From an optimization exercise on the open Yosys and OpenROAD flow, aimed at a short achievable clock period and few clock cycles per item; shortcuts taken in it are not production practice. In this exercise RTL edits were held to simulation tests only and were not proved equivalent to the original. No activity file was given, so power comes from the tool's default toggle rates.

## rle_enc
module rle_enc (
    input  wire        clk,
    input  wire        rst,          
    input  wire        start,        
    input  wire        clear,        
    input  wire [15:0] in_count,     
    input  wire [20:0] cfg,          
    input  wire [15:0] out_cap,      
    output wire [15:0] mem_addr,     
    input  wire [31:0] mem_rdata,    
    output reg         out_valid,
    output reg  [7:0]  out_byte,
    output wire        busy,
    output wire        done,
    output wire        error,
    output reg  [3:0]  cause,
    output reg  [31:0] info,
    output wire [15:0] out_len,      
    output reg  [18:0] out_bits,     
    output reg  [15:0] idx           
);
    localparam [3:0] C_OUT_CAPACITY   = 4'd3,
                     C_VALUE_TOO_WIDE = 4'd4;
    reg busy_r, done_r, error_r;
    reg run_r;                       
    reg st1;                         
    assign busy  = busy_r;
    assign done  = done_r;
    assign error = error_r;
    wire start_acc = start && !clear && !rst && !run_r;
    wire finish;
    reg  tsucc;
    reg [15:0] n_r, cap_r;
    reg [4:0]  ws_r;
    reg [3:0]  r0_r, r1_r, r2_r, r3_r;
    always @(posedge clk) begin
        if (start_acc) begin
            n_r   <= in_count;
            cap_r <= out_cap;
            ws_r  <= cfg[4:0];
            r0_r  <= cfg[8:5];
            r1_r  <= cfg[12:9];
            r2_r  <= cfg[16:13];
            r3_r  <= cfg[20:17];
        end
    end
    wire ctl_ok = !rst && !clear;
    always @(posedge clk) begin
        st1     <= start_acc;
  ...
export LEC_CHECK = 0
export ABC_CLOCK_PERIOD_IN_PS = 3000
export CAP_MARGIN = 20
export CORE_MARGIN = 2
export CORE_UTILIZATION = 65
export CTS_CLUSTER_DIAMETER = 100
export CTS_CLUSTER_SIZE = 25
export PLACE_DENSITY = 0.75
export SLEW_MARGIN = 20
create_clock -name core_clock -period 10.0 [get_ports {clk}]
standard.sh (not shown) runs the stock make flow with config.mk's settings and CLKGATE_MAP_FILE= SYNTH_SCRIPT=/design/flow/synth_recipe.tcl, a recipe that flattens the netlist after the stock synthesis.
==> flow/flow/run.sh <==
#!/bin/bash
set -euo pipefail
MARGIN=$(cat flow/margin.txt)
bash standard.sh SETUP_SLACK_MARGIN="$MARGIN" finish > make_finish.log 2>&1
==> flow/flow/margin.txt <==
7.5
Testbench counts at the start, summed over its fixed seeds: cycles 289,953, elements 287,431.
Rerun with:
- CORE_UTILIZATION: 65 -> 55
- PLACE_DENSITY: 0.75 -> 0.7
Effect: Routed wire length shrinks by about 4.3%. Die area grows by about 18%. Sequential share of layout area is about the same. Clock-buffer cell count shrinks by 2. Cell area barely changes. Synthesized cell count is unchanged. Via count shrinks by about 3.6%. Worst hold slack degrades by 0.0055 ns. Fmax hardly moves. Worst setup slack degrades by 0.0076 ns.

========
Another version of the RTL of rle_enc (not shown whole).
Size: about 6100 cells after synthesis, ~200 I/O pins.
export LEC_CHECK = 0
export ABC_CLOCK_PERIOD_IN_PS = 3000
export CAP_MARGIN = 20
export CORE_MARGIN = 2
export CORE_UTILIZATION = 55
export CTS_CLUSTER_DIAMETER = 100
export CTS_CLUSTER_SIZE = 25
export PLACE_DENSITY = 0.7
export SLEW_MARGIN = 20
create_clock -name core_clock -period 10.0 [get_ports {clk}]
Scripts as last shown in full above: flow/flow/run.sh, flow/flow/margin.txt
The starting point completed without violations.
Testbench counts at the start, summed over its fixed seeds: cycles 290,411, elements 287,431.
Next try:
--- a/flow/config.mk
+++ b/flow/config.mk
@@ -11,4 +11,2 @@
 export CORE_UTILIZATION = 55
-export CTS_CLUSTER_DIAMETER = 100
-export CTS_CLUSTER_SIZE = 25
 export PLACE_DENSITY = 0.7
After rerunning: Count of clock-buffer cells in the layout climbs by 94; sequential share of layout area drops by 1.4 points; design area climbs by 2.9%; setup slack loses 36 ps; worst hold slack loses 7.9 ps.

========
Another version of the RTL of rle_enc (not shown whole).
Size in the first run: roughly 2200 flip-flops, about 95000 sq um of cells after synthesis.
// rle_enc
module rle_enc (
    input  wire        clk,
    input  wire        rst,          
    input  wire        start,        
    input  wire        clear,        
    input  wire [15:0] in_count,     
    input  wire [20:0] cfg,          
    input  wire [15:0] out_cap,      
    output wire [15:0] mem_addr,     
    input  wire [31:0] mem_rdata,    
    output reg         out_valid,
    output reg  [7:0]  out_byte,
    output wire        busy,
    output wire        done,
    output wire        error,
    output reg  [3:0]  cause,
    output reg  [31:0] info,
    output wire [15:0] out_len,      
    output reg  [18:0] out_bits,     
    output reg  [15:0] idx           
);
    localparam [3:0] C_OUT_CAPACITY   = 4'd3,
                     C_VALUE_TOO_WIDE = 4'd4;
    reg busy_r, done_r, error_r;
    reg run_r;                       
    reg st1;                         
    assign busy  = busy_r;
    assign done  = done_r;
    assign error = error_r;
    wire start_acc = start && !clear && !rst && !run_r;
    wire finish;
    reg  tsucc;
    reg [15:0] n_r, cap_r;
    reg [4:0]  ws_r;
    reg [3:0]  r0_r, r1_r, r2_r, r3_r;
    always @(posedge clk) begin
        if (start_acc) begin
            n_r   <= in_count;
            cap_r <= out_cap;
            ws_r  <= cfg[4:0];
            r0_r  <= cfg[8:5];
            r1_r  <= cfg[12:9];
            r2_r  <= cfg[16:13];
            r3_r  <= cfg[20:17];
        end
    end
    wire ctl_ok = !rst && !clear;
    always @(posedge clk) begin
  ...
clock: 10.0 ns
lec_check: 0
abc_clock_period_in_ps: 3000
cap_margin: 20
core_margin: 2
core_utilization: 55
cts_cluster_diameter: 100
cts_cluster_size: 25
place_density: 0.7
slew_margin: 20
Scripts as last shown in full above: flow/flow/run.sh, flow/flow/margin.txt
The first run completed with no timing, DRC or antenna violations.
Testbench counts at the start, summed over its fixed seeds: cycles 289,953, elements 287,431.
Next try:
- ABC_CLOCK_PERIOD_IN_PS: 3000 -> 2500
- CORE_UTILIZATION: 55 -> 65
- PLACE_DENSITY: 0.7 -> 0.75
Outcome: The new run completed without violations; clock power barely changes; utilization goes up by 12 points; combinational power grows by a few percent.

-- separate check: timing with driven ports --
The flow's constraints put no driver on any port. The routed layouts listed below were extracted and timed again, unchanged, in two steps. Step 1 (the two cells are an assumption about what drives the block):
set clk [get_ports {clk}]
set_driving_cell -lib_cell sky130_fd_sc_hd__clkbuf_16 $clk
set_driving_cell -lib_cell sky130_fd_sc_hd__buf_2 [delete_from_list [all_inputs] $clk]
Step 2 also shifts input and output timing later by t, the mid clock arrival at the registers, as if the neighbouring blocks saw the same clock. a / b / c = no drivers / after step 1 / after step 2; a / b = the first two.
run	t, ns	setup WS [ns]	worst setup path after step 2	worst slew at a driven data input, ns	cell pins on the clock port's net
the first run of note 1	0.836	6.692 / 6.676 / 6.386	input to register	0.07	1
the second run of note 1	0.830	6.685 / 6.648 / 6.469	input to register	0.16	1
the first run of note 2	0.850	6.721 / 6.643 / 6.301	input to register	0.13	1
the second run of note 2	0.920	6.685 / 6.590 / 6.345	input to register	0.12	1
the first run of note 3	0.871	6.634 / 6.544 / 6.305	input to register	0.11	1
the second run of note 3	0.867	6.670 / 6.663 / 6.029	input to register	0.07	1
After both steps every run listed still meets setup and hold. The setup slack of the second run of note 3, which loses most, moves by -0.007 ns with the drivers and by -0.641 ns with both steps.
